From an optimization exercise on the open Yosys and OpenROAD flow, aimed at small area, a short achievable clock period and few clock cycles per item; shortcuts taken in it are not production practice.
The RTL was checked by simulation tests, not by an equivalence proof against the original design.
Power figures rest on the tool's default switching activity, not on a simulated workload.

==> flow/config.mk <==
export PLATFORM = sky130hd
export DESIGN_NAME = erf_decoder
export DESIGN_NICKNAME = erf_decoder
export VERILOG_FILES = /design/flow/design.v
export SDC_FILE = /design/flow/constraint.sdc
export NUM_CORES = 4
export LEC_CHECK = 0
export CAP_MARGIN = 20
export CORE_MARGIN = 2
export CORE_UTILIZATION = 60
export CTS_BUF_LIST = sky130_fd_sc_hd__clkbuf_4 sky130_fd_sc_hd__clkbuf_8
export PLACE_DENSITY = 0.7
export SETUP_SLACK_MARGIN = 2.9
export SLEW_MARGIN = 20
==> flow/constraint.sdc <==
create_clock -name core_clock -period 6.0 [get_ports {clk}]
set_input_delay 1.2000 -clock core_clock [delete_from_list [all_inputs] [get_ports {clk}]]
set_output_delay 1.2000 -clock core_clock [all_outputs]
set_load 0.01 [all_outputs]
==> flow/design.v <==
module erf_decoder (
    input  wire         clk,
    input  wire         rst,
    input  wire         in_valid,
    output wire         in_ready,
    input  wire         in_vreset,
    input  wire         in_en,
    input  wire [119:0] in_pkt,
    output reg          out_valid,
    input  wire         out_ready,
    output wire         out_trigger,
    output wire [4:0]   out_err,
    output reg  [39:0]  out_ts,
    output reg  [1:0]   out_seq,
    output reg  [7:0]   out_sync,
    output reg  [15:0]  out_crc_rx,
    output wire [15:0]  out_crc_calc,
    output reg  [31:0]  out_flags_lo,
    output reg  [5:0]   out_flags_hi,
    output reg  [2:0]   out_grp_r,
    output reg  [2:0]   out_grp_s,
    output reg  [3:0]   out_pkt_err,
    output reg          out_mode,
    output reg  [4:0]   out_aux
);
    wire [15:0]  synd_in;
    wire cx0 = in_pkt[44] ^ in_pkt[92];
    wire cx1 = in_pkt[20] ^ in_pkt[91];
    wire cx2 = in_pkt[35] ^ in_pkt[86];
    wire cx3 = in_pkt[57] ^ in_pkt[118];
    wire cx4 = in_pkt[63] ^ in_pkt[111];
    wire cx5 = in_pkt[106] ^ in_pkt[119];
    wire cx6 = in_pkt[33] ^ in_pkt[64];
    wire cx7 = in_pkt[65] ^ in_pkt[113];
    wire cx8 = in_pkt[66] ^ in_pkt[94];
    wire cx9 = in_pkt[26] ^ cx0;
    wire cx10 = in_pkt[16] ^ in_pkt[22];
    wire cx11 = in_pkt[17] ^ in_pkt[23];
    wire cx12 = in_pkt[18] ^ in_pkt[24];
    wire cx13 = in_pkt[19] ^ in_pkt[25];
    wire cx14 = in_pkt[21] ^ in_pkt[27];
    wire cx15 = in_pkt[28] ^ in_pkt[72];
    wire cx16 = in_pkt[31] ^ in_pkt[105];
    wire cx17 = in_pkt[32] ^ in_pkt[107];
    wire cx18 = in_pkt[43] ^ in_pkt[62];
    wire cx19 = in_pkt[60] ^ in_pkt[70];
    wire cx20 = in_pkt[61] ^ in_pkt[71];
    wire cx21 = in_pkt[85] ^ cx4;
    wire cx22 = in_pkt[87] ^ cx1;
    wire cx23 = in_pkt[112] ^ cx2;
    wire cx24 = in_pkt[29] ^ in_pkt[89];
    wire cx25 = in_pkt[30] ^ in_pkt[90];
    wire cx26 = in_pkt[36] ^ in_pkt[88];
    wire cx27 = in_pkt[45] ^ in_pkt[46];
    wire cx28 = in_pkt[84] ^ in_pkt[110];
    wire cx29 = cx5 ^ cx17;
    wire cx30 = cx7 ^ cx8;
    wire cx31 = in_pkt[97] ^ cx3;
    wire cx32 = cx9 ^ cx14;
    wire cx33 = in_pkt[34] ^ in_pkt[58];
    wire cx34 = in_pkt[37] ^ in_pkt[47];
    wire cx35 = in_pkt[38] ^ in_pkt[48];
    wire cx36 = in_pkt[39] ^ in_pkt[49];
    wire cx37 = in_pkt[40] ^ in_pkt[50];
    wire cx38 = in_pkt[41] ^ in_pkt[103];
    wire cx39 = in_pkt[42] ^ in_pkt[98];
    wire cx40 = in_pkt[59] ^ in_pkt[69];
    wire cx41 = in_pkt[67] ^ in_pkt[95];
    wire cx42 = in_pkt[68] ^ in_pkt[96];
    wire cx43 = in_pkt[73] ^ in_pkt[100];
    wire cx44 = in_pkt[74] ^ in_pkt[101];
    wire cx45 = in_pkt[75] ^ in_pkt[99];
    wire cx46 = in_pkt[81] ^ in_pkt[116];
    wire cx47 = in_pkt[82] ^ in_pkt[117];
    wire cx48 = cx6 ^ cx12;
    wire cx49 = cx13 ^ cx16;
    wire cx50 = cx18 ^ cx28;
    wire cx51 = in_pkt[51] ^ cx15;
    wire cx52 = in_pkt[83] ^ cx24;
    wire cx53 = in_pkt[102] ^ cx10;
    wire cx54 = in_pkt[108] ^ cx27;
    wire cx55 = in_pkt[114] ^ cx26;
    wire cx56 = in_pkt[52] ^ cx29;
    wire cx57 = in_pkt[109] ^ cx21;
    wire cx58 = in_pkt[54] ^ in_pkt[115];
    wire cx59 = in_pkt[55] ^ in_pkt[104];
    wire cx60 = cx11 ^ cx19;
    wire cx61 = cx22 ^ cx23;
    wire cx62 = cx25 ^ cx60;
    wire cx63 = in_pkt[45] ^ in_pkt[79];
    wire cx64 = in_pkt[56] ^ in_pkt[93];
    wire cx65 = in_pkt[76] ^ in_pkt[110];
    wire cx66 = cx5 ^ cx39;
    wire cx67 = cx20 ^ cx34;
    wire cx68 = cx33 ^ cx42;
    wire cx69 = cx35 ^ cx43;
    wire cx70 = cx36 ^ cx44;
    wire cx71 = cx38 ^ cx58;
    wire cx72 = cx30 ^ cx51;
    wire cx73 = cx31 ^ cx50;
    wire cx74 = cx49 ^ cx52;
    wire cx75 = cx32 ^ cx56;
    wire cx76 = in_pkt[92] ^ cx37;
    wire cx77 = in_pkt[93] ^ cx41;
    wire cx78 = cx45 ^ cx53;
    wire cx79 = in_pkt[19] ^ in_pkt[77];
    wire cx80 = in_pkt[20] ^ in_pkt[77];
    wire cx81 = in_pkt[21] ^ in_pkt[115];
    wire cx82 = in_pkt[22] ^ in_pkt[59];
    wire cx83 = in_pkt[23] ^ in_pkt[37];
    wire cx84 = in_pkt[24] ^ in_pkt[29];
    wire cx85 = in_pkt[25] ^ in_pkt[30];
    wire cx86 = in_pkt[27] ^ in_pkt[35];
    wire cx87 = in_pkt[28] ^ in_pkt[48];
    wire cx88 = in_pkt[31] ^ in_pkt[75];
    wire cx89 = in_pkt[32] ^ in_pkt[74];
    wire cx90 = in_pkt[34] ^ in_pkt[57];
    wire cx91 = in_pkt[38] ^ in_pkt[71];
    wire cx92 = in_pkt[39] ^ in_pkt[80];
    wire cx93 = in_pkt[47] ^ in_pkt[53];
    wire cx94 = in_pkt[49] ^ in_pkt[86];
    wire cx95 = in_pkt[53] ^ in_pkt[78];
    wire cx96 = in_pkt[56] ^ in_pkt[99];
    wire cx97 = in_pkt[58] ^ in_pkt[63];
    wire cx98 = in_pkt[60] ^ in_pkt[88];
    wire cx99 = in_pkt[61] ^ in_pkt[94];
    wire cx100 = in_pkt[64] ^ in_pkt[76];
    wire cx101 = in_pkt[78] ^ in_pkt[89];
    wire cx102 = in_pkt[80] ^ in_pkt[101];
    wire cx103 = in_pkt[85] ^ in_pkt[119];
    wire cx104 = in_pkt[91] ^ in_pkt[108];
    wire cx105 = in_pkt[96] ^ in_pkt[105];
    wire cx106 = in_pkt[98] ^ in_pkt[111];
    wire cx107 = cx0 ^ cx59;
    wire cx108 = cx1 ^ cx46;
    wire cx109 = cx7 ^ cx11;
    wire cx110 = cx8 ^ cx46;
    wire cx111 = cx12 ^ cx39;
    wire cx112 = cx13 ^ cx25;
    wire cx113 = cx15 ^ cx20;
    wire cx114 = cx16 ^ cx47;
    wire cx115 = cx19 ^ cx65;
    wire cx116 = cx37 ^ cx99;
    wire cx117 = cx40 ^ cx47;
    wire cx118 = cx44 ^ cx82;
    wire cx119 = cx45 ^ cx90;
    wire cx120 = cx63 ^ cx64;
    wire cx121 = cx84 ^ cx91;
    wire cx122 = cx85 ^ cx92;
    wire cx123 = cx21 ^ cx55;
    wire cx124 = cx22 ^ cx71;
    wire cx125 = cx23 ^ cx54;
    wire cx126 = cx30 ^ cx77;
    wire cx127 = cx31 ^ cx49;
    wire cx128 = cx48 ^ cx50;
    wire cx129 = cx48 ^ cx53;
    wire cx130 = cx55 ^ cx67;
    wire cx131 = cx56 ^ cx57;
    wire cx132 = cx57 ^ cx74;
    wire cx133 = cx61 ^ cx123;
    wire cx134 = in_pkt[104] ^ cx88;
    wire cx135 = cx76 ^ cx134;
    wire cx136 = in_pkt[112] ^ cx104;
    wire cx137 = cx107 ^ cx136;
    wire cx138 = in_pkt[113] ^ cx6;
    wire cx139 = in_pkt[79] ^ cx66;
    wire cx140 = in_pkt[102] ^ cx122;
    wire cx141 = in_pkt[0] ^ in_pkt[16];
    wire cx142 = in_pkt[43] ^ in_pkt[51];
    wire cx143 = in_pkt[81] ^ in_pkt[106];
    wire cx144 = in_pkt[107] ^ in_pkt[115];
    wire cx145 = cx6 ^ cx33;
    wire cx146 = cx43 ^ cx93;
    wire cx147 = cx141 ^ cx142;
    wire cx148 = cx143 ^ cx144;
    wire cx149 = cx54 ^ cx115;
    wire cx150 = cx145 ^ cx146;
    wire cx151 = cx147 ^ cx148;
    wire cx152 = cx32 ^ cx126;
    wire cx153 = cx127 ^ cx149;
    wire cx154 = cx150 ^ cx151;
    wire cx155 = cx133 ^ cx152;
    wire cx156 = cx153 ^ cx154;
    wire cx157 = cx155 ^ cx156;
    assign synd_in[0] = ~cx157;
    wire cx158 = in_pkt[1] ^ in_pkt[17];
    wire cx159 = in_pkt[64] ^ in_pkt[82];
    wire cx160 = in_pkt[87] ^ in_pkt[89];
    wire cx161 = in_pkt[109] ^ in_pkt[116];
    wire cx162 = cx58 ^ cx80;
    wire cx163 = cx87 ^ cx106;
    wire cx164 = cx158 ^ cx159;
    wire cx165 = cx160 ^ cx161;
    wire cx166 = cx68 ^ cx118;
    wire cx167 = cx162 ^ cx163;
    wire cx168 = cx164 ^ cx165;
    wire cx169 = cx125 ^ cx126;
    wire cx170 = cx130 ^ cx166;
    wire cx171 = cx167 ^ cx168;
    wire cx172 = cx75 ^ cx169;
    wire cx173 = cx170 ^ cx171;
    wire cx174 = cx172 ^ cx173;
    assign synd_in[1] = ~cx174;
    wire cx175 = in_pkt[2] ^ in_pkt[18];
    wire cx176 = in_pkt[55] ^ in_pkt[70];
    wire cx177 = in_pkt[78] ^ in_pkt[90];
    wire cx178 = in_pkt[106] ^ in_pkt[117];
    wire cx179 = cx3 ^ cx18;
    wire cx180 = cx40 ^ cx83;
    wire cx181 = cx94 ^ cx100;
    wire cx182 = cx175 ^ cx176;
    wire cx183 = cx177 ^ cx178;
    wire cx184 = cx9 ^ cx51;
    wire cx185 = cx68 ^ cx69;
    wire cx186 = cx108 ^ cx179;
    wire cx187 = cx180 ^ cx181;
    wire cx188 = cx182 ^ cx183;
    wire cx189 = cx78 ^ cx184;
    wire cx190 = cx185 ^ cx186;
    wire cx191 = cx187 ^ cx188;
    wire cx192 = cx132 ^ cx189;
    wire cx193 = cx190 ^ cx191;
    wire cx194 = cx192 ^ cx193;
    assign synd_in[2] = ~cx194;
    wire cx195 = in_pkt[3] ^ in_pkt[50];
    wire cx196 = in_pkt[65] ^ in_pkt[97];
    wire cx197 = in_pkt[103] ^ in_pkt[118];
    wire cx198 = cx28 ^ cx43;
    wire cx199 = cx79 ^ cx97;
    wire cx200 = cx100 ^ cx195;
    wire cx201 = cx196 ^ cx197;
    wire cx202 = cx70 ^ cx117;
    wire cx203 = cx120 ^ cx121;
    wire cx204 = cx198 ^ cx199;
    wire cx205 = cx200 ^ cx201;
    wire cx206 = cx61 ^ cx62;
    wire cx207 = cx202 ^ cx203;
    wire cx208 = cx204 ^ cx205;
    wire cx209 = cx75 ^ cx206;
    wire cx210 = cx207 ^ cx208;
    wire cx211 = cx209 ^ cx210;
    assign synd_in[3] = ~cx211;
    wire cx212 = in_pkt[4] ^ in_pkt[77];
    wire cx213 = in_pkt[83] ^ in_pkt[93];
    wire cx214 = in_pkt[107] ^ cx3;
    wire cx215 = cx14 ^ cx19;
    wire cx216 = cx20 ^ cx26;
    wire cx217 = cx95 ^ cx103;
    wire cx218 = cx106 ^ cx212;
    wire cx219 = cx213 ^ cx22;
    wire cx220 = cx48 ^ cx54;
    wire cx221 = cx118 ^ cx214;
    wire cx222 = cx215 ^ cx216;
    wire cx223 = cx217 ^ cx218;
    wire cx224 = cx72 ^ cx135;
    wire cx225 = cx140 ^ cx219;
    wire cx226 = cx220 ^ cx221;
    wire cx227 = cx222 ^ cx223;
    wire cx228 = cx224 ^ cx225;
    wire cx229 = cx226 ^ cx227;
    wire cx230 = cx228 ^ cx229;
    assign synd_in[4] = ~cx230;
    wire cx231 = in_pkt[5] ^ in_pkt[36];
    wire cx232 = in_pkt[40] ^ in_pkt[44];
    wire cx233 = in_pkt[70] ^ in_pkt[100];
    wire cx234 = cx24 ^ cx63;
    wire cx235 = cx83 ^ cx86;
    wire cx236 = cx95 ^ cx231;
    wire cx237 = cx232 ^ cx233;
    wire cx238 = cx113 ^ cx138;
    wire cx239 = cx234 ^ cx235;
    wire cx240 = cx236 ^ cx237;
    wire cx241 = cx73 ^ cx78;
    wire cx242 = cx124 ^ cx238;
    wire cx243 = cx239 ^ cx240;
    wire cx244 = cx131 ^ cx241;
    wire cx245 = cx242 ^ cx243;
    wire cx246 = cx244 ^ cx245;
    assign synd_in[5] = ~cx246;
    wire cx247 = in_pkt[6] ^ in_pkt[16];
    wire cx248 = in_pkt[26] ^ in_pkt[113];
    wire cx249 = cx18 ^ cx34;
    wire cx250 = cx59 ^ cx86;
    wire cx251 = cx102 ^ cx247;
    wire cx252 = cx248 ^ cx51;
    wire cx253 = cx77 ^ cx110;
    wire cx254 = cx121 ^ cx249;
    wire cx255 = cx250 ^ cx251;
    wire cx256 = cx62 ^ cx124;
    wire cx257 = cx127 ^ cx139;
    wire cx258 = cx252 ^ cx253;
    wire cx259 = cx254 ^ cx255;
    wire cx260 = cx256 ^ cx257;
    wire cx261 = cx258 ^ cx259;
    wire cx262 = cx260 ^ cx261;
    assign synd_in[6] = cx262;
    wire cx263 = in_pkt[7] ^ in_pkt[17];
    wire cx264 = in_pkt[29] ^ in_pkt[43];
    wire cx265 = in_pkt[73] ^ in_pkt[94];
    wire cx266 = cx35 ^ cx41;
    wire cx267 = cx42 ^ cx59;
    wire cx268 = cx96 ^ cx97;
    wire cx269 = cx263 ^ cx264;
    wire cx270 = cx265 ^ cx55;
    wire cx271 = cx108 ^ cx111;
    wire cx272 = cx113 ^ cx114;
    wire cx273 = cx266 ^ cx267;
    wire cx274 = cx268 ^ cx269;
    wire cx275 = cx140 ^ cx270;
    wire cx276 = cx271 ^ cx272;
    wire cx277 = cx273 ^ cx274;
    wire cx278 = cx75 ^ cx275;
    wire cx279 = cx276 ^ cx277;
    wire cx280 = cx278 ^ cx279;
    assign synd_in[7] = cx280;
    wire cx281 = in_pkt[8] ^ in_pkt[18];
    wire cx282 = in_pkt[30] ^ in_pkt[40];
    wire cx283 = in_pkt[46] ^ in_pkt[62];
    wire cx284 = in_pkt[67] ^ in_pkt[103];
    wire cx285 = cx10 ^ cx34;
    wire cx286 = cx36 ^ cx89;
    wire cx287 = cx96 ^ cx281;
    wire cx288 = cx282 ^ cx283;
    wire cx289 = cx284 ^ cx52;
    wire cx290 = cx68 ^ cx115;
    wire cx291 = cx117 ^ cx285;
    wire cx292 = cx286 ^ cx287;
    wire cx293 = cx288 ^ cx72;
    wire cx294 = cx289 ^ cx290;
    wire cx295 = cx291 ^ cx292;
    wire cx296 = cx133 ^ cx293;
    wire cx297 = cx294 ^ cx295;
    wire cx298 = cx296 ^ cx297;
    assign synd_in[8] = cx298;
    wire cx299 = in_pkt[9] ^ in_pkt[41];
    wire cx300 = in_pkt[52] ^ in_pkt[66];
    wire cx301 = in_pkt[68] ^ in_pkt[84];
    wire cx302 = in_pkt[87] ^ cx4;
    wire cx303 = cx40 ^ cx41;
    wire cx304 = cx79 ^ cx81;
    wire cx305 = cx299 ^ cx300;
    wire cx306 = cx301 ^ cx23;
    wire cx307 = cx31 ^ cx52;
    wire cx308 = cx69 ^ cx138;
    wire cx309 = cx302 ^ cx303;
    wire cx310 = cx304 ^ cx305;
    wire cx311 = cx62 ^ cx130;
    wire cx312 = cx135 ^ cx306;
    wire cx313 = cx307 ^ cx308;
    wire cx314 = cx309 ^ cx310;
    wire cx315 = cx311 ^ cx312;
    wire cx316 = cx313 ^ cx314;
    wire cx317 = cx315 ^ cx316;
    assign synd_in[9] = ~cx317;
    wire cx318 = in_pkt[10] ^ in_pkt[33];
    wire cx319 = in_pkt[41] ^ in_pkt[69];
    wire cx320 = in_pkt[72] ^ in_pkt[95];
    wire cx321 = cx2 ^ cx4;
    wire cx322 = cx10 ^ cx42;
    wire cx323 = cx101 ^ cx318;
    wire cx324 = cx319 ^ cx320;
    wire cx325 = cx29 ^ cx54;
    wire cx326 = cx67 ^ cx69;
    wire cx327 = cx70 ^ cx110;
    wire cx328 = cx111 ^ cx112;
    wire cx329 = cx321 ^ cx322;
    wire cx330 = cx323 ^ cx324;
    wire cx331 = cx32 ^ cx73;
    wire cx332 = cx325 ^ cx326;
    wire cx333 = cx327 ^ cx328;
    wire cx334 = cx329 ^ cx330;
    wire cx335 = cx331 ^ cx332;
    wire cx336 = cx333 ^ cx334;
    wire cx337 = cx335 ^ cx336;
    assign synd_in[10] = cx337;
    wire cx338 = in_pkt[11] ^ in_pkt[53];
    wire cx339 = in_pkt[62] ^ in_pkt[69];
    wire cx340 = in_pkt[81] ^ in_pkt[90];
    wire cx341 = in_pkt[100] ^ in_pkt[109];
    wire cx342 = in_pkt[114] ^ cx2;
    wire cx343 = cx3 ^ cx11;
    wire cx344 = cx35 ^ cx47;
    wire cx345 = cx65 ^ cx81;
    wire cx346 = cx98 ^ cx105;
    wire cx347 = cx338 ^ cx339;
    wire cx348 = cx340 ^ cx341;
    wire cx349 = cx70 ^ cx76;
    wire cx350 = cx342 ^ cx343;
    wire cx351 = cx344 ^ cx345;
    wire cx352 = cx346 ^ cx347;
    wire cx353 = cx348 ^ cx72;
    wire cx354 = cx78 ^ cx139;
    wire cx355 = cx349 ^ cx350;
    wire cx356 = cx351 ^ cx352;
    wire cx357 = cx353 ^ cx354;
    wire cx358 = cx355 ^ cx356;
    wire cx359 = cx357 ^ cx358;
    assign synd_in[11] = cx359;
    wire cx360 = in_pkt[12] ^ in_pkt[52];
    wire cx361 = in_pkt[54] ^ in_pkt[82];
    wire cx362 = cx36 ^ cx38;
    wire cx363 = cx46 ^ cx80;
    wire cx364 = cx93 ^ cx98;
    wire cx365 = cx102 ^ cx103;
    wire cx366 = cx360 ^ cx361;
    wire cx367 = cx109 ^ cx116;
    wire cx368 = cx119 ^ cx362;
    wire cx369 = cx363 ^ cx364;
    wire cx370 = cx365 ^ cx366;
    wire cx371 = cx32 ^ cx74;
    wire cx372 = cx125 ^ cx129;
    wire cx373 = cx367 ^ cx368;
    wire cx374 = cx369 ^ cx370;
    wire cx375 = cx371 ^ cx372;
    wire cx376 = cx373 ^ cx374;
    wire cx377 = cx375 ^ cx376;
    assign synd_in[12] = cx377;
    wire cx378 = in_pkt[13] ^ in_pkt[42];
    wire cx379 = in_pkt[67] ^ in_pkt[73];
    wire cx380 = in_pkt[83] ^ in_pkt[88];
    wire cx381 = cx17 ^ cx87;
    wire cx382 = cx101 ^ cx378;
    wire cx383 = cx379 ^ cx380;
    wire cx384 = cx71 ^ cx114;
    wire cx385 = cx116 ^ cx381;
    wire cx386 = cx382 ^ cx383;
    wire cx387 = cx57 ^ cx62;
    wire cx388 = cx73 ^ cx129;
    wire cx389 = cx137 ^ cx384;
    wire cx390 = cx385 ^ cx386;
    wire cx391 = cx387 ^ cx388;
    wire cx392 = cx389 ^ cx390;
    wire cx393 = cx391 ^ cx392;
    assign synd_in[13] = ~cx393;
    wire cx394 = in_pkt[14] ^ in_pkt[51];
    wire cx395 = in_pkt[68] ^ in_pkt[90];
    wire cx396 = in_pkt[95] ^ in_pkt[116];
    wire cx397 = in_pkt[118] ^ cx20;
    wire cx398 = cx33 ^ cx38;
    wire cx399 = cx89 ^ cx94;
    wire cx400 = cx394 ^ cx395;
    wire cx401 = cx396 ^ cx66;
    wire cx402 = cx109 ^ cx120;
    wire cx403 = cx397 ^ cx398;
    wire cx404 = cx399 ^ cx400;
    wire cx405 = cx128 ^ cx137;
    wire cx406 = cx401 ^ cx402;
    wire cx407 = cx403 ^ cx404;
    wire cx408 = cx132 ^ cx405;
    wire cx409 = cx406 ^ cx407;
    wire cx410 = cx408 ^ cx409;
    assign synd_in[14] = cx410;
    wire cx411 = in_pkt[15] ^ in_pkt[42];
    wire cx412 = in_pkt[50] ^ in_pkt[72];
    wire cx413 = in_pkt[80] ^ in_pkt[104];
    wire cx414 = in_pkt[114] ^ in_pkt[117];
    wire cx415 = cx27 ^ cx40;
    wire cx416 = cx64 ^ cx105;
    wire cx417 = cx411 ^ cx412;
    wire cx418 = cx413 ^ cx414;
    wire cx419 = cx9 ^ cx30;
    wire cx420 = cx112 ^ cx119;
    wire cx421 = cx415 ^ cx416;
    wire cx422 = cx417 ^ cx418;
    wire cx423 = cx61 ^ cx128;
    wire cx424 = cx419 ^ cx420;
    wire cx425 = cx421 ^ cx422;
    wire cx426 = cx131 ^ cx423;
    wire cx427 = cx424 ^ cx425;
    wire cx428 = cx426 ^ cx427;
    assign synd_in[15] = cx428;
    wire [3:0]   synd_nz_in = {|synd_in[15:12], |synd_in[11:8], |synd_in[7:4], |synd_in[3:0]};
    wire [39:0] i_ts   = in_pkt[119:80];
    wire [1:0]  i_seq  = in_pkt[25:24];
    wire [7:0]  i_sync = in_pkt[23:16];
    wire [7:0]  b3 = in_pkt[31:24];
    wire [7:0]  b4 = in_pkt[39:32];
    wire [7:0]  b5 = in_pkt[47:40];
    wire [7:0]  b6 = in_pkt[55:48];
    wire [7:0]  b7 = in_pkt[63:56];
    wire [7:0]  b8 = in_pkt[71:64];
    wire [7:0]  b9 = in_pkt[79:72];
    wire [37:0] i_flags = {b9, b8, b7[7:1], b6[5:0], b5[7:3], b4[7:4]};
    wire [135:0] i_res = {i_ts, i_seq, i_sync, in_pkt[15:0], synd_in, i_flags,
                          b5[0], b5[1], b5[2], b6[6], b6[7], b7[0],
                          b4[3:0], b3[7], b3[6:2]};
    reg          c_seq_have;
    reg  [1:0]   c_last_seq;
    reg          c_sync_have;
    reg  [7:0]   c_last_sync;
    reg  [39:0]  c_last_ts;
    reg          u_seq;    
    reg          u_sync;   
    reg          u_ts;     
    reg          r_trig;
    reg          r_seq_bad;
    reg          r_sync_rep;
    reg          r_sync_bad;
    reg          r_ts_bad;
    reg  [15:0]  r_synd;
    reg  [3:0]   r_synd_nz;
    assign out_crc_calc = r_synd ^ out_crc_rx;
    wire crc_ok = (r_synd_nz == 4'd0);
    assign out_trigger = r_trig & crc_ok;
    assign out_err     = crc_ok ? {r_ts_bad, r_sync_bad, r_sync_rep, r_seq_bad, 1'b0} : 5'h01;
    reg          c_ts_nz;
    reg          r_ts_nz;
    wire         e_seq  = u_seq  & crc_ok;
    wire         e_sync = u_sync & crc_ok;
    wire         e_ts   = u_ts   & crc_ok;
    wire         s_seq_have  = c_seq_have | e_seq;
    wire [1:0]   s_last_seq  = e_seq ? out_seq : c_last_seq;
    wire         s_sync_have = c_sync_have | e_sync;
    wire [7:0]   s_last_sync = e_sync ? out_sync : c_last_sync;
    wire [39:0]  s_last_ts   = e_ts ? out_ts : c_last_ts;
    wire         s_ts_nz     = e_ts ? r_ts_nz : c_ts_nz;
    assign in_ready = !out_valid || out_ready;
    wire acc     = in_valid && in_ready;
    wire acc_dec = acc && !in_vreset;
    wire clr     = rst || (acc && in_vreset);
    wire hold    = out_valid && !out_ready;
    wire ld      = !hold && in_en;
    wire tc_g0_0 = i_ts[0] & ~s_last_ts[0];
    wire tc_p0_0 = i_ts[0] | ~s_last_ts[0];
    wire tc_g1_0 = i_ts[1] & ~s_last_ts[1];
    wire tc_p1_0 = i_ts[1] | ~s_last_ts[1];
    wire tc_g2_0 = i_ts[2] & ~s_last_ts[2];
    wire tc_p2_0 = i_ts[2] | ~s_last_ts[2];
    wire tc_g3_0 = i_ts[3] & ~s_last_ts[3];
    wire tc_p3_0 = i_ts[3] | ~s_last_ts[3];
    wire tc_g4_0 = i_ts[4] & ~s_last_ts[4];
    wire tc_p4_0 = i_ts[4] | ~s_last_ts[4];
    wire tc_g5_0 = i_ts[5] & ~s_last_ts[5];
    wire tc_p5_0 = i_ts[5] | ~s_last_ts[5];
    wire tc_g6_0 = i_ts[6] & ~s_last_ts[6];
    wire tc_p6_0 = i_ts[6] | ~s_last_ts[6];
    wire tc_g7_0 = i_ts[7] & ~s_last_ts[7];
    wire tc_p7_0 = i_ts[7] | ~s_last_ts[7];
    wire tc_g8_0 = i_ts[8] & ~s_last_ts[8];
    wire tc_p8_0 = i_ts[8] | ~s_last_ts[8];
    wire tc_g9_0 = i_ts[9] & ~s_last_ts[9];
    wire tc_p9_0 = i_ts[9] | ~s_last_ts[9];
    wire tc_g10_0 = i_ts[10] & ~s_last_ts[10];
    wire tc_p10_0 = i_ts[10] | ~s_last_ts[10];
    wire tc_g11_0 = i_ts[11] & ~s_last_ts[11];
    wire tc_p11_0 = i_ts[11] | ~s_last_ts[11];
    wire tc_g12_0 = i_ts[12] & ~s_last_ts[12];
    wire tc_p12_0 = i_ts[12] | ~s_last_ts[12];
    wire tc_g13_0 = i_ts[13] & ~s_last_ts[13];
    wire tc_p13_0 = i_ts[13] | ~s_last_ts[13];
    wire tc_g14_0 = i_ts[14] & ~s_last_ts[14];
    wire tc_p14_0 = i_ts[14] | ~s_last_ts[14];
    wire tc_g15_0 = i_ts[15] & ~s_last_ts[15];
    wire tc_p15_0 = i_ts[15] | ~s_last_ts[15];
    wire tc_g16_0 = i_ts[16] & ~s_last_ts[16];
    wire tc_p16_0 = i_ts[16] | ~s_last_ts[16];
    wire tc_g17_0 = i_ts[17] & ~s_last_ts[17];
    wire tc_p17_0 = i_ts[17] | ~s_last_ts[17];
    wire tc_g18_0 = i_ts[18] & ~s_last_ts[18];
    wire tc_p18_0 = i_ts[18] | ~s_last_ts[18];
    wire tc_g19_0 = i_ts[19] & ~s_last_ts[19];
    wire tc_p19_0 = i_ts[19] | ~s_last_ts[19];
    wire tc_g20_0 = i_ts[20] & ~s_last_ts[20];
    wire tc_p20_0 = i_ts[20] | ~s_last_ts[20];
    wire tc_g21_0 = i_ts[21] & ~s_last_ts[21];
    wire tc_p21_0 = i_ts[21] | ~s_last_ts[21];
    wire tc_g22_0 = i_ts[22] & ~s_last_ts[22];
    wire tc_p22_0 = i_ts[22] | ~s_last_ts[22];
    wire tc_g23_0 = i_ts[23] & ~s_last_ts[23];
    wire tc_p23_0 = i_ts[23] | ~s_last_ts[23];
    wire tc_g24_0 = i_ts[24] & ~s_last_ts[24];
    wire tc_p24_0 = i_ts[24] | ~s_last_ts[24];
    wire tc_g25_0 = i_ts[25] & ~s_last_ts[25];
    wire tc_p25_0 = i_ts[25] | ~s_last_ts[25];
    wire tc_g26_0 = i_ts[26] & ~s_last_ts[26];
    wire tc_p26_0 = i_ts[26] | ~s_last_ts[26];
    wire tc_g27_0 = i_ts[27] & ~s_last_ts[27];
    wire tc_p27_0 = i_ts[27] | ~s_last_ts[27];
    wire tc_g28_0 = i_ts[28] & ~s_last_ts[28];
    wire tc_p28_0 = i_ts[28] | ~s_last_ts[28];
    wire tc_g29_0 = i_ts[29] & ~s_last_ts[29];
    wire tc_p29_0 = i_ts[29] | ~s_last_ts[29];
    wire tc_g30_0 = i_ts[30] & ~s_last_ts[30];
    wire tc_p30_0 = i_ts[30] | ~s_last_ts[30];
    wire tc_g31_0 = i_ts[31] & ~s_last_ts[31];
    wire tc_p31_0 = i_ts[31] | ~s_last_ts[31];
    wire tc_g32_0 = i_ts[32] & ~s_last_ts[32];
    wire tc_p32_0 = i_ts[32] | ~s_last_ts[32];
    wire tc_g33_0 = i_ts[33] & ~s_last_ts[33];
    wire tc_p33_0 = i_ts[33] | ~s_last_ts[33];
    wire tc_g34_0 = i_ts[34] & ~s_last_ts[34];
    wire tc_p34_0 = i_ts[34] | ~s_last_ts[34];
    wire tc_g35_0 = i_ts[35] & ~s_last_ts[35];
    wire tc_p35_0 = i_ts[35] | ~s_last_ts[35];
    wire tc_g36_0 = i_ts[36] & ~s_last_ts[36];
    wire tc_p36_0 = i_ts[36] | ~s_last_ts[36];
    wire tc_g37_0 = i_ts[37] & ~s_last_ts[37];
    wire tc_p37_0 = i_ts[37] | ~s_last_ts[37];
    wire tc_g38_0 = i_ts[38] & ~s_last_ts[38];
    wire tc_p38_0 = i_ts[38] | ~s_last_ts[38];
    wire tc_g39_0 = i_ts[39] & ~s_last_ts[39];
    wire tc_p39_0 = i_ts[39] | ~s_last_ts[39];
    wire tc_g0_1 = tc_g1_0 | (tc_p1_0 & tc_g0_0);
    wire tc_p0_1 = tc_p1_0 & tc_p0_0;
    wire tc_g1_1 = tc_g3_0 | (tc_p3_0 & tc_g2_0);
    wire tc_p1_1 = tc_p3_0 & tc_p2_0;
    wire tc_g2_1 = tc_g5_0 | (tc_p5_0 & tc_g4_0);
    wire tc_p2_1 = tc_p5_0 & tc_p4_0;
    wire tc_g3_1 = tc_g7_0 | (tc_p7_0 & tc_g6_0);
    wire tc_p3_1 = tc_p7_0 & tc_p6_0;
    wire tc_g4_1 = tc_g9_0 | (tc_p9_0 & tc_g8_0);
    wire tc_p4_1 = tc_p9_0 & tc_p8_0;
    wire tc_g5_1 = tc_g11_0 | (tc_p11_0 & tc_g10_0);
    wire tc_p5_1 = tc_p11_0 & tc_p10_0;
    wire tc_g6_1 = tc_g13_0 | (tc_p13_0 & tc_g12_0);
    wire tc_p6_1 = tc_p13_0 & tc_p12_0;
    wire tc_g7_1 = tc_g15_0 | (tc_p15_0 & tc_g14_0);
    wire tc_p7_1 = tc_p15_0 & tc_p14_0;
    wire tc_g8_1 = tc_g17_0 | (tc_p17_0 & tc_g16_0);
    wire tc_p8_1 = tc_p17_0 & tc_p16_0;
    wire tc_g9_1 = tc_g19_0 | (tc_p19_0 & tc_g18_0);
    wire tc_p9_1 = tc_p19_0 & tc_p18_0;
    wire tc_g10_1 = tc_g21_0 | (tc_p21_0 & tc_g20_0);
    wire tc_p10_1 = tc_p21_0 & tc_p20_0;
    wire tc_g11_1 = tc_g23_0 | (tc_p23_0 & tc_g22_0);
    wire tc_p11_1 = tc_p23_0 & tc_p22_0;
    wire tc_g12_1 = tc_g25_0 | (tc_p25_0 & tc_g24_0);
    wire tc_p12_1 = tc_p25_0 & tc_p24_0;
    wire tc_g13_1 = tc_g27_0 | (tc_p27_0 & tc_g26_0);
    wire tc_p13_1 = tc_p27_0 & tc_p26_0;
    wire tc_g14_1 = tc_g29_0 | (tc_p29_0 & tc_g28_0);
    wire tc_p14_1 = tc_p29_0 & tc_p28_0;
    wire tc_g15_1 = tc_g31_0 | (tc_p31_0 & tc_g30_0);
    wire tc_p15_1 = tc_p31_0 & tc_p30_0;
    wire tc_g16_1 = tc_g33_0 | (tc_p33_0 & tc_g32_0);
    wire tc_p16_1 = tc_p33_0 & tc_p32_0;
    wire tc_g17_1 = tc_g35_0 | (tc_p35_0 & tc_g34_0);
    wire tc_p17_1 = tc_p35_0 & tc_p34_0;
    wire tc_g18_1 = tc_g37_0 | (tc_p37_0 & tc_g36_0);
    wire tc_p18_1 = tc_p37_0 & tc_p36_0;
    wire tc_g19_1 = tc_g39_0 | (tc_p39_0 & tc_g38_0);
    wire tc_p19_1 = tc_p39_0 & tc_p38_0;
    wire tc_g0_2 = tc_g1_1 | (tc_p1_1 & tc_g0_1);
    wire tc_p0_2 = tc_p1_1 & tc_p0_1;
    wire tc_g1_2 = tc_g3_1 | (tc_p3_1 & tc_g2_1);
    wire tc_p1_2 = tc_p3_1 & tc_p2_1;
    wire tc_g2_2 = tc_g5_1 | (tc_p5_1 & tc_g4_1);
    wire tc_p2_2 = tc_p5_1 & tc_p4_1;
    wire tc_g3_2 = tc_g7_1 | (tc_p7_1 & tc_g6_1);
    wire tc_p3_2 = tc_p7_1 & tc_p6_1;
    wire tc_g4_2 = tc_g9_1 | (tc_p9_1 & tc_g8_1);
    wire tc_p4_2 = tc_p9_1 & tc_p8_1;
    wire tc_g5_2 = tc_g11_1 | (tc_p11_1 & tc_g10_1);
    wire tc_p5_2 = tc_p11_1 & tc_p10_1;
    wire tc_g6_2 = tc_g13_1 | (tc_p13_1 & tc_g12_1);
    wire tc_p6_2 = tc_p13_1 & tc_p12_1;
    wire tc_g7_2 = tc_g15_1 | (tc_p15_1 & tc_g14_1);
    wire tc_p7_2 = tc_p15_1 & tc_p14_1;
    wire tc_g8_2 = tc_g17_1 | (tc_p17_1 & tc_g16_1);
    wire tc_p8_2 = tc_p17_1 & tc_p16_1;
    wire tc_g9_2 = tc_g19_1 | (tc_p19_1 & tc_g18_1);
    wire tc_p9_2 = tc_p19_1 & tc_p18_1;
    wire tc_g0_3 = tc_g1_2 | (tc_p1_2 & tc_g0_2);
    wire tc_p0_3 = tc_p1_2 & tc_p0_2;
    wire tc_g1_3 = tc_g3_2 | (tc_p3_2 & tc_g2_2);
    wire tc_p1_3 = tc_p3_2 & tc_p2_2;
    wire tc_g2_3 = tc_g5_2 | (tc_p5_2 & tc_g4_2);
    wire tc_p2_3 = tc_p5_2 & tc_p4_2;
    wire tc_g3_3 = tc_g7_2 | (tc_p7_2 & tc_g6_2);
    wire tc_p3_3 = tc_p7_2 & tc_p6_2;
    wire tc_g4_3 = tc_g9_2 | (tc_p9_2 & tc_g8_2);
    wire tc_p4_3 = tc_p9_2 & tc_p8_2;
    wire tc_g0_4 = tc_g1_3 | (tc_p1_3 & tc_g0_3);
    wire tc_p0_4 = tc_p1_3 & tc_p0_3;
    wire tc_g1_4 = tc_g3_3 | (tc_p3_3 & tc_g2_3);
    wire tc_p1_4 = tc_p3_3 & tc_p2_3;
    wire tc_g0_5 = tc_g1_4 | (tc_p1_4 & tc_g0_4);
    wire tc_p0_5 = tc_p1_4 & tc_p0_4;
    wire tc_g0_6 = tc_g4_3 | (tc_p4_3 & tc_g0_5);
    wire ts_gt = tc_g0_6;
    wire sync_bad = !((i_sync == 8'h55) || (i_sync == 8'hAA));
    wire seq_bad_c  = c_seq_have && (i_seq != c_last_seq + 2'd1);
    wire seq_bad_o  = (i_seq != out_seq + 2'd1);
    wire seq_bad    = e_seq ? seq_bad_o : seq_bad_c;
    wire sync_rep_c = c_sync_have && (i_sync == c_last_sync);
    wire sync_rep_o = (i_sync == out_sync);
    wire sync_rep   = e_sync ? sync_rep_o : sync_rep_c;
    wire ts_bad     = s_ts_nz && !ts_gt;
    wire [135:0] res_q = {out_ts, out_seq, out_sync, out_crc_rx, r_synd,
                          out_flags_hi, out_flags_lo, out_grp_r, out_grp_s,
                          out_pkt_err, out_mode, out_aux};
    wire [135:0] res_d = ({136{ld}} & i_res) | ({136{hold}} & res_q);
    always @(posedge clk) begin
        if (clr) begin
            c_seq_have  <= 1'b0;
            c_last_seq  <= 2'd0;
            c_sync_have <= 1'b0;
            c_last_sync <= 8'h00;
            c_last_ts   <= 40'd0;
            c_ts_nz     <= 1'b0;
        end else begin
            c_seq_have  <= s_seq_have;
            c_last_seq  <= s_last_seq;
            c_sync_have <= s_sync_have;
            c_last_sync <= s_last_sync;
            c_last_ts   <= s_last_ts;
            c_ts_nz     <= s_ts_nz;
        end
        if (rst || !acc_dec) begin
            u_seq  <= 1'b0;
            u_sync <= 1'b0;
            u_ts   <= 1'b0;
        end else begin
            u_seq  <= in_en;
            u_sync <= in_en && !sync_bad;
            u_ts   <= in_en && !sync_bad && !ts_bad;
        end
        if (rst)
            out_valid <= 1'b0;
        else if (acc)
            out_valid <= !in_vreset;
        else if (out_ready)
            out_valid <= 1'b0;
        if (!hold) begin
            r_trig     <= in_en && !sync_bad;
            r_seq_bad  <= in_en && seq_bad;
            r_sync_bad <= in_en && sync_bad;
            r_sync_rep <= in_en && !sync_bad && sync_rep;
            r_ts_bad   <= in_en && !sync_bad && ts_bad;
            r_ts_nz    <= in_en && (i_ts != 40'd0);
            r_synd_nz  <= {4{in_en}} & synd_nz_in;
        end
        {out_ts, out_seq, out_sync, out_crc_rx, r_synd,
         out_flags_hi, out_flags_lo, out_grp_r, out_grp_s,
         out_pkt_err, out_mode, out_aux} <= res_d;
    end
endmodule
==> flow/flow/run.sh <==
#!/bin/bash
# ORFS layout with these changes:
#  - synthesis maps the logic with flow/map.abc (structural choices and
#    area-recovering mapping, keeping the XOR network of the RTL) instead of
#    ORFS's delay-first ABC script; everything else in synthesis, including
#    the flip-flop mapping, is synth_recipe.tcl unchanged;
#  - the port buffers are buf_1 cells (buffer_ports otherwise picks
#    clkdlybuf4s50_1 delay cells).
set -euo pipefail
W=$(pwd)
{
  echo "proc abc {args} { set i [lsearch \$args -script]; if {\$i >= 0} { lset args [expr {\$i+1}] $W/flow/map.abc }; yosys abc {*}\$args }"
  cat synth_recipe.tcl
} > flow_synth.tcl
sed "s#SYNTH_SCRIPT=[^ ]*#SYNTH_SCRIPT=$W/flow_synth.tcl#" standard.sh > flow_standard.sh
grep -q "SYNTH_SCRIPT=$W/flow_synth.tcl" flow_standard.sh
export BUFFER_PORTS_ARGS="-buffer_cell sky130_fd_sc_hd__buf_1"
bash flow_standard.sh > standard.log 2>&1
==> flow/flow/map.abc <==
&get -n
&st
&dch
&nf
&put
==> flow/standard.sh <==
#!/bin/bash
# synth_recipe.tcl (not shown) runs the flow's synth.tcl, then flattens the netlist and writes it again
# the make line also repeats each setting of config.mk as NAME=value (left out here)
make -C /OpenROAD-flow-scripts/flow DESIGN_CONFIG=/design/flow/config.mk WORK_HOME=/design/flow/orfs CLKGATE_MAP_FILE= SYNTH_SCRIPT=/design/flow/synth_recipe.tcl "${@:-finish}"
==> reports/metrics.csv, run 1 <==
metric,value,unit
num_rows,49,
synth-edff-count,10,
path_cells,nor4_4 > buf_6 > buf_8 > buf_4 > a21oi_1 > or3_4 > o221a_1 > o21ai_2 > buf_4 > a31oi_1 > a211o_1 > nand4b_1 > a211oi_2 > buf_4 > o31a_1,
synth_top_area_share,34.84,%
power_density,381.8,nW/um2
grt_pass1_wl,54680,um
fin_area,13870,um2
clkTransAtPathRegs,60,ps
drtAntennaViolNets,0,
clockRootBuffer,clkbuf_8,
setup_viol,0,
yosys.cell_types.count,40,
die_h,140.0,um
wl,36530,um
finalWorstSetupSlack,2848,ps
fmaxAchievable,0.3173,GHz
critical_path.top_delay_family,compound AO/OA/AOI/OAI gates,
finalCritPeriodShare,52.53,%
worstSetupPathType,reg -> reg,
clock_path_buffers,3,
drv_cap,0,
finalClockSkew,9.843,ps
wl_per_cell,21.90,um
vias,9751,
finalHoldViolations,0,
antenna_found_initial,0,
max_stage_delay,440,ps
dr.pass1.iters,5,
grt_usage,36.27,%
drtIter0Drc,732,
status,timing/DRC/antenna clean,
r2r_start,r_synd_nz[2],
critPathMaxFanout,7,
holdPathStages,2,
finalMaxSlewViolations,0,
nets,1541,
io_pins,270,
clk_latency,520,ps
finalCriticalPeriod,3152,ps
ys_warn_count,1,
tritoncts,built,
grt_pass1_vias,9323,
drive_gt1_share,12.37,%
htree_num_levels,2,
dieArea,19590,um2
initial_core_util,61.53,%
port_buffers,269,
drc,0,
synth_largest_area_cell,dfxtp_1,
syn-instance-count,1090,
peakVddDrop,315.2,uV
min_path_type,reg -> reg,
hold_start,r_synd[5],
dp_hpwl,27980,um
grt_max_degree,79,
regToRegSetupSlack,2850,ps
cp_common_cell,buf_4,
place.gp.congestion,1.025,
synth_seq_cells,203,
whs_endpoint,r_synd[5],
syn_nets,1216,
clkSinkCount,203,
core-area,18020,um2
yosys-top-cells-area,"dfxtp_1 35%, xnor2_1 26%, a22o_1 10%",
end_kind,flip-flop,
synth_common_cells,"324 x xnor2_1, 193 x dfxtp_1, 132 x a22o_1",
startpoint_type,flip-flop,
grt-ovfl-total,0,
fin_total_pwr,5295,uW
grt_setup_unrepaired,yes,
async_reset_ff_share,0,%
antennaDiodeCount,0,
crit_slowest_cell,edfxtp_1,
arrival,3550,ps
viasPerCell,5.846,
slew_headroom,45.47,%
avgSynthCellArea,10.17,um2
place_area,12550,um2
place_ws,2123,ps
area_delta_synth_final,25.03,%
synthesis.area,11090,um2
synth_seq_area_share,37.55,%
die_x,140.0,um
synth_ff_type,dfxtp_1,
yosysMostFrequentCell,xnor2_1,
reg2reg_to,u_ts,
leakagePower,0.005511,uW
crit_buf_inv,5,
r2r_cells,15,
cp.required,6400,ps
cts_buffers,34,
tightest_slew,817.9,ps
-- routing by layer --
metal	routed length, um	share of wire, %	global-route usage (%)
met2	17220	47	59.59
met1	15130	41	49.23
met3	2985	8.2	5.880
met5	0	0	0
met4	1197	3.3	11.47
-- placed cells by master, fill, tap and decap left out, types with 11 or more instances in the layout --
cell / n
a22o_1: 132
nor4_1: 18
clkbuf_2: 15
dfxtp_1: 192
xor2_1: 116
nand2_1: 22
xor2_2: 15
xnor2_1: 288
buf_4: 16
buf_1: 243
buf_2: 11
nor2_1: 88
a22oi_1: 11
clkbuf_8: 43
xnor2_2: 34
clkbuf_4: 11
nor3_1: 21
mux2i_1: 32
-- flip-flops by register name, summed over array words and instances (netlist names), 2 cells and up --
signal / count
c_last_seq: 2
c_last_sync: 8
c_last_ts: 40
out_aux: 5
out_crc_rx: 16
out_flags_hi: 6
out_flags_lo: 32
out_grp_r: 3
out_grp_s: 3
out_pkt_err: 4
out_seq: 2
out_sync: 8
out_ts: 40
r_synd: 16
r_synd_nz: 4
-- worst register-to-register path, stage by stage (launching register included) --
cell and delay (ps):
edfxtp_1 440, nor4_4 300, buf_6 190, buf_8 150, buf_4 120, a21oi_1 90
or3_4 360, o221a_1 150, o21ai_2 80, buf_4 130, a31oi_1 30, a211o_1 330
nand4b_1 170, a211oi_2 110, buf_4 150, o31a_1 230
-- worst max-delay path by stage --
stage	startpoint	end	slack, ps	cells after the start
after floorplan	out_ready	out_aux[0]	-120	3
after global placement	in_pkt[118]	r_synd_nz[1]	2060	8
after detailed placement	in_pkt[113]	r_synd_nz[1]	2120	8
after CTS	in_pkt[86]	r_synd_nz[3]	2900	9
after global routing	r_synd_nz[2]	u_ts	2760	14
final	r_synd_nz[2]	u_ts	2850	15
-- cells by family (layout without fill, tap and decap cells) --
| group | Yosys count | after routing | share of synthesized area [%] |
|---|---|---|---|
| buffers and inverters | 5 | 353 | 0.1692 |
| XOR/XNOR | 459 | 459 | 36.74 |
| multiplexers | 37 | 37 | 3.339 |
| AND/OR/NAND/NOR | 187 | 188 | 7.717 |
| flip-flops | 203 | 203 | 37.55 |
| AO/OA/AOI/OAI | 199 | 199 | 14.49 |
-- power breakdown --
group	switching [uW]	leakage [uW]	internal (uW)
sequential	92.3	0.00170	1490
clock	547	0.000390	756
combinational	1310	0.00342	1100
-- area by class of cell --
| class | count | area, um2 |
|---|---|---|
| multi-input combinational | 883 | 7452 |
| sequential | 203 | 4165 |
| fill | 1358 | 4158 |
| timing repair buffer | 288 | 1200 |
| clock buffer | 54 | 674.4 |
| tap | 229 | 286.5 |
| clock inverter | 6 | 57.56 |
| inverter | 5 | 31.28 |
-- stage by stage --
step | instances | util (%) | setup TNS [ps] | hold WS, ps
5_1_grt | 1668 | 76.93 | 0 | 490.2
2_1_floorplan | 1090 | - | -14990 | 439.4
6_report | 1668 | 76.93 | 0 | 462.1
3_5_place_dp | 1597 | 69.62 | 0 | 455.7
4_1_cts | 1662 | 74.97 | 0 | 464.3
3_3_place_gp | 1597 | 69.62 | 0 | 452.5
-- timing repair --
| item | 4_1_cts | 5_1_grt |
|---|---|---|
| gates cloned | 1 | 0 |
| setup endpoints to repair | 17 | 11 |
| pin swaps | 2 | 9 |
| buffers inserted | 4 | 6 |
| hold buffers | 0 | 0 |
| resized for setup | 36 | 64 |
Testbench counts, summed over its fixed seeds: cycles 2,408, items 2,365.
==> inputs of run 2 (changes only) <==
--- a/flow/flow/run.sh
+++ b/flow/flow/run.sh
@@ -1,11 +1,12 @@
 #!/bin/bash
-# ORFS layout with these changes:
+# ORFS layout with two changes:
 #  - synthesis maps the logic with flow/map.abc (structural choices and
 #    area-recovering mapping, keeping the XOR network of the RTL) instead of
 #    ORFS's delay-first ABC script; everything else in synthesis, including
 #    the flip-flop mapping, is synth_recipe.tcl unchanged;
 #  - the port buffers are buf_1 cells (buffer_ports otherwise picks
-#    clkdlybuf4s50_1 delay cells).
+#    clkdlybuf4s50_1 delay cells);
+#  - clock tree synthesis inserts no dummy loads.
 set -euo pipefail
 W=$(pwd)
 {
@@ -15,4 +16,5 @@
 sed "s#SYNTH_SCRIPT=[^ ]*#SYNTH_SCRIPT=$W/flow_synth.tcl#" standard.sh > flow_standard.sh
 grep -q "SYNTH_SCRIPT=$W/flow_synth.tcl" flow_standard.sh
 export BUFFER_PORTS_ARGS="-buffer_cell sky130_fd_sc_hd__buf_1"
+export CTS_ARGS="-sink_clustering_enable -repair_clock_nets -buf_list {sky130_fd_sc_hd__clkbuf_8 sky130_fd_sc_hd__clkbuf_16} -dont_use_dummy_load"
 bash flow_standard.sh > standard.log 2>&1
--- a/flow/config.mk
+++ b/flow/config.mk
@@ -8,7 +8,6 @@
 export CAP_MARGIN = 20
 export CORE_MARGIN = 2
 export CORE_UTILIZATION = 60
-export CTS_BUF_LIST = sky130_fd_sc_hd__clkbuf_4 sky130_fd_sc_hd__clkbuf_8
 export PLACE_DENSITY = 0.7
 export SETUP_SLACK_MARGIN = 2.9
 export SLEW_MARGIN = 20
==> reports/metrics.csv, run 2 <==
metric,value,unit
status,timing/DRC/antenna clean,
clockPowerShare,21.3,%
power.share.combinational,47.9,%
drive_gt1_share,12.80,%
dp_hpwl,27980,um
drv_cap,0,
grt_pass1_vias,9232,
peakVddDrop,324.3,uV
drtIter0Drc,695,
drc,0,
cp.required,6390,ps
dieArea,19590,um2
place_area,12550,um2
wl,36770,um
antennaDiodeCount,0,
grt_max_degree,79,
crit_start,r_synd_nz[3],
yosysMostFrequentCell,xnor2_1,
tritoncts,built,
finalCritPeriodShare,51.81,%
end_kind,flip-flop,
switching_share,37.53,%
reg2reg_to,u_ts,
antenna_found_initial,0,
clk_latency,510,ps
finalCriticalPeriod,3109,ps
die_h,140.0,um
r2r_cells,13,
initial_core_util,61.53,%
clkSinkCount,203,
setup_viol,0,
synth_common_cells,"324 x xnor2_1, 193 x dfxtp_1, 132 x a22o_1",
final_cells,1635,
finalHoldViolations,0,
avgSynthCellArea,10.17,um2
crit_slowest_cell,edfxtp_1,
finalMaxSlewViolations,0,
io_pins,270,
core-area,18020,um2
arrival,3500,ps
wl_per_cell,22.49,um
synth_top_area_share,34.84,%
drtAntennaViolNets,0,
syn-instance-count,1090,
dp.cells,1597,
finalClockSkew,28.48,ps
power_frac_seq,30.8,%
layout_common_cells,"278 x xnor2_1, 229 x buf_1, 192 x dfxtp_1, 132 x a22o_1, 110 x xor2_1",
internal-power,3224,uW
nFillCells,1327,
synth_ff_type,dfxtp_1,
fin_area,13990,um2
grt-ovfl-total,0,
clock_path_buffers,3,
cts_buffers,21,
grt_usage,35.85,%
slew_headroom,46.48,%
critPathMaxFanout,7,
ys_warn_count,1,
yosys-top-cells-area,"dfxtp_1 35%, xnor2_1 26%, a22o_1 10%",
grt_pass1_wl,54370,um
num_rows,49,
regToRegSetupSlack,2890,ps
clkTransAtPathRegs,60,ps
yosys.cell_types.count,40,
leakagePower,0.005492,uW
final_common_cell,xnor2_1,
synth_largest_area_cell,dfxtp_1,
fmaxAchievable,0.3217,GHz
crit_path_end,u_ts,
vias,9686,
port_buffers,269,
synth_seq_area_share,37.55,%
clockRootBuffer,clkbuf_16,
dr.pass1.iters,6,
worstSetupPathType,reg -> reg,
synth_seq_cells,203,
die_x,140.0,um
viasPerCell,5.924,
fin_util,77.62,%
tightest_slew,802.8,ps
syn_nets,1216,
nets,1534,
place.gp.congestion,1.025,
power_density,368.9,nW/um2
synthesis.area,11090,um2
max_stage_delay,470,ps
synth-edff-count,10,
grt_setup_unrepaired,yes,
path_cells,nor4_4 > buf_6 > buf_12 > a21oi_1 > or3_1 > o221ai_1 > o211ai_1 > a21o_1 > a211o_1 > nand4b_1 > a211oi_2 > buf_4 > o31a_1,
async_reset_ff_share,0,%
holdBufCountCts,0,
area_delta_synth_final,26.15,%
htree_num_levels,1,
min_path_type,reg -> reg,
r2r_start,r_synd_nz[3],
startpoint_type,flip-flop,
p_sw,1937,uW
[run 2: worst min path at each step]
stage	cells after the start	end	slack (ps)	startpoint
2_1_floorplan	2	r_synd[11]	440	r_synd[11]
3_5_place_dp	2	r_synd[5]	460	r_synd[5]
3_3_place_gp	2	r_synd[2]	450	r_synd[2]
5_1_grt	2	r_synd[3]	490	r_synd[3]
4_1_cts	2	r_synd[5]	460	r_synd[5]
6_report	2	r_synd[5]	460	r_synd[5]
[run 2: repair_timing]
action	in CTS	in global routing
resized for setup	41	102
cloned	1	1
setup endpoints to repair	20	8
buffers inserted	4	11
pin swaps	2	14
[run 2: worst max-delay path, delay by kind of cell (launching register included)]
kind                   cells  cell delay (ps)
DFF                        1              470
and+or+nand+nor            3              770
buffers and inverters      3              500
AOI/OAI and AO/OA          7             1230
[run 2: logic make-up after synthesis]
group / after synthesis / synth area share, %
AOI/OAI and AO/OA: 199 / 14.49
muxes: 37 / 3.339
xor gates and xnor gates: 459 / 36.74
and+or+nand+nor: 187 / 7.717
DFF: 203 / 37.55
buffers and inverters: 5 / 0.1692
[run 2: per-stage QoR]
step	total power (uW)	setup TNS (ps)	worst slack, ps	hold slack, ps
floorplan	3284	-14990	-115.3	439.4
global placement	3867	0	2060	452.5
detailed placement	3883	0	2123	455.7
CTS	5020	0	2902	463.7
global route	5359	0	2801	490.0
finish	5161	0	2891	463.3
[run 2: final cells by class]
| type | count | area (um2) | share of cell area (%) |
|---|---|---|---|
| Multi-Input combinational cell | 884 | 7714 | 55.13 |
| Sequential cell | 203 | 4165 | 29.77 |
| Timing Repair Buffer | 293 | 1269 | 9.068 |
| Clock buffer | 21 | 525.5 | 3.756 |
| Tap cell | 229 | 286.5 | 2.048 |
| Inverter | 5 | 31.28 | 0.2236 |
[run 2: routing by layer]
layer	share of wire [%]	track usage [%]	vias to the layer above
met5	0	0	-
met2	48	59.31	497
met1	41	48.72	4649
met3	8.3	5.504	85
met4	3.3	10.84	0
li1	-	-	4455
[run 2: power by group through the flow]
stage	combinational (uW)	clock [uW]	sequential, uW
floorplan	1670	0	1620
global placement	2260	0	1610
detailed placement	2270	0	1610
CTS	2330	1100	1580
global route	2600	1160	1600
finish	2470	1100	1590
==> inputs of run 3 (changes only) <==
--- a/flow/config.mk
+++ b/flow/config.mk
@@ -9,5 +9,5 @@
 export CORE_MARGIN = 2
 export CORE_UTILIZATION = 60
 export PLACE_DENSITY = 0.7
-export SETUP_SLACK_MARGIN = 2.9
+export SETUP_SLACK_MARGIN = 2.6
 export SLEW_MARGIN = 20
==> reports/metrics.csv, run 3 <==
metric,value,unit
status,timing/DRC/antenna clean,
arrival,3570,ps
finalCriticalPeriod,3357,ps
grt_usage,36.01,%
cp.required,6220,ps
switching_share,37.13,%
final_cells,1617,
die_x,140.0,um
viasPerCell,5.914,
setup_viol,0,
layout_common_cells,"314 x xnor2_1, 265 x buf_1, 193 x dfxtp_1, 132 x a22o_1, 125 x xor2_1",
drive_gt1_share,4.395,%
grt_pass1_wl,54610,um
peakVddDrop,458.8,uV
p_sw,1869,uW
avgSynthCellArea,10.17,um2
wl,36560,um
synthesis.area,11090,um2
vias,9563,
r2r_start,r_synd_nz[2],
grt_setup_unrepaired,yes,
drtAntennaViolNets,0,
grt_pass1_vias,9283,
io_pins,270,
initial_core_util,61.53,%
clockRootBuffer,clkbuf_16,
drv_cap,0,
core-area,18020,um2
power_frac_seq,31.4,%
num_rows,49,
die_h,140.0,um
synth_ff_type,dfxtp_1,
drtIter0Drc,651,
regToRegSetupSlack,2860,ps
worstSetupPathType,in -> reg,
cts_buffers,21,
holdPathStages,2,
tightest_slew,1003,ps
dp.cells,1593,
dieArea,19590,um2
async_reset_ff_share,0,%
area_delta_synth_final,19.16,%
finalMaxSlewViolations,0,
multi_input_area,7132,um2
drc,0,
leakagePower,0.005071,uW
dr.pass1.iters,5,
synth_largest_area_cell,dfxtp_1,
reg2reg_to,r_ts_bad,
clk_latency,510,ps
fmaxAchievable,0.2979,GHz
clockPowerShare,21.9,%
dp_hpwl,28320,um
place.gp.congestion,1.013,
antennaDiodeCount,0,
synth_common_cells,"324 x xnor2_1, 193 x dfxtp_1, 132 x a22o_1",
finalHoldViolations,0,
power.share.combinational,46.7,%
hold_start,r_synd[9],
synth_seq_area_share,37.55,%
grt-ovfl-total,0,
finalCritPeriodShare,55.94,%
clkSinkCount,203,
synth_top_area_share,34.84,%
min_path_type,reg -> reg,
grt_max_degree,74,
end_kind,flip-flop,
finalWorstSetupSlack,2643,ps
final_common_cell,xnor2_1,
power_density,381.0,nW/um2
place_ws,1948,ps
whs_endpoint,r_synd[9],
critPathMaxFanout,8,
wl_per_cell,22.61,um
syn-instance-count,1090,
slew_headroom,32.44,%
startpoint_type,input pin,
regArea,4164,um2
synth_seq_cells,203,
finalClockSkew,34.57,ps
yosys-top-cells-area,"dfxtp_1 35%, xnor2_1 26%, a22o_1 10%",
internal-power,3166,uW
ys_warn_count,1,
port_buffers,269,
tritoncts,built,
nets,1516,
clkTransAtPathRegs,60,ps
r2r_cells,11,
holdBufCountCts,0,
nFillCells,1388,
antenna_found_initial,0,
yosysMostFrequentCell,xnor2_1,
yosys.cell_types.count,40,
synth-edff-count,10,
clock_path_buffers,3,
syn_nets,1216,
htree_num_levels,1,
## run 3: worst max path at each step
stage | from | to | slack (ps) | depth (start not counted)
final | in_pkt[115] | r_synd_nz[1] | 2640 | 8
after global routing | in_pkt[88] | r_synd_nz[2] | 2560 | 9
after CTS | in_pkt[118] | r_synd_nz[3] | 2600 | 9
after detailed placement | in_pkt[92] | r_synd_nz[0] | 1950 | 9
after global placement | in_pkt[92] | r_synd_nz[0] | 1950 | 9
after floorplan | out_ready | out_aux[0] | -120 | 3
## run 3: through the flow
step	power (uW)	util [%]	cell area (um2)	hold WS [ps]	TNS, ps
after global routing	5256	73.32	13220	482.7	0
after CTS	5008	72.62	13090	465.8	0
after floorplan	3280	-	11130	439.4	-14990
after detailed placement	3897	69.20	12470	458.0	0
after global placement	3882	69.20	12470	455.4	0
final	5035	73.32	13220	464.9	0
## run 3: power by group through the flow
stage          Sequential (uW)  Combinational [uW]  Clock (uW)
2_1_floorplan             1620                1660           0
3_3_place_gp              1600                2280           0
3_5_place_dp              1610                2290           0
4_1_cts                   1580                2330        1100
5_1_grt                   1590                2500        1160
6_report                  1580                2350        1100
## run 3: kinds of logic (layout without fill, tap and decap cells)
| group | count (synthesis) | count (layout) | share of synthesized area (%) |
|---|---|---|---|
| mux | 37 | 37 | 3.339 |
| compound gates | 199 | 199 | 14.49 |
| xor+xnor | 459 | 459 | 36.74 |
| flops | 203 | 203 | 37.55 |
| simple gates | 187 | 187 | 7.717 |
| buf+inv | 5 | 303 | 0.1692 |
## run 3: worst max-delay path, cell delays in order
cell and delay, ps:
buf_1 420, xnor2_1 280, xor2_2 280, xnor2_1 490
xnor2_1 200, xnor3_1 250, xnor2_1 320, a31oi_1 130
## run 3: cell type report
cell class,instances,area share [%]
sequential,203,31.51
timing repair buffer,277,8.228
clock buffer,21,3.977
tap,229,2.168
inverter,5,0.1515
multi-input combinational,882,53.97
## run 3: repair_timing
item / CTS / global route
pin swaps: 1 / 0
gates resized for setup: 9 / 21
setup buffers: 3 / 0
setup endpoints to repair: 12 / 5
## run 3: layer usage
layer / GRT usage (%) / wire length (um) / part of all wire, % / vias up
li1: - / - / - / 4414
met5: 0 / 0 / 0 / -
met4: 15.21 / 1532 / 4.2 / 0
met2: 58.74 / 17050 / 47 / 472
met1: 46.80 / 14810 / 41 / 4589
met3: 7.145 / 3172 / 8.7 / 88

re-timing with driven ports:
The results above use ideal ports. As a check the final layouts listed here were re-extracted and re-timed, cells and wires unchanged.
Step 1 sets driving cells, clkbuf_16 on the clock port and buf_2 on the other inputs (assumed; they add their load-dependent delay and slew).
Step 2, shift: input delay + t, output delay - t, t = (earliest + latest rising clock arrival at the registers) / 2. This alone moves slack from input paths to output paths.
a / b / c = ideal / step 1 / step 2; a / b = the first two.
| run | shift t [ns] | slack for setup (ns) | pins driven straight from the clock port |
|---|---|---|---|
| run 1 | 0.560 | 2.848 / 2.843 / 2.394 | 1 |
| run 2 | 0.540 | 2.891 / 2.854 / 2.372 | 1 |
| run 3 | 0.542 | 2.643 / 2.668 / 2.126 | 1 |
After both steps every run listed still meets setup and hold. For run 2, which loses most, drivers alone change the setup slack by -0.037 ns; drivers and shift together by -0.519 ns.
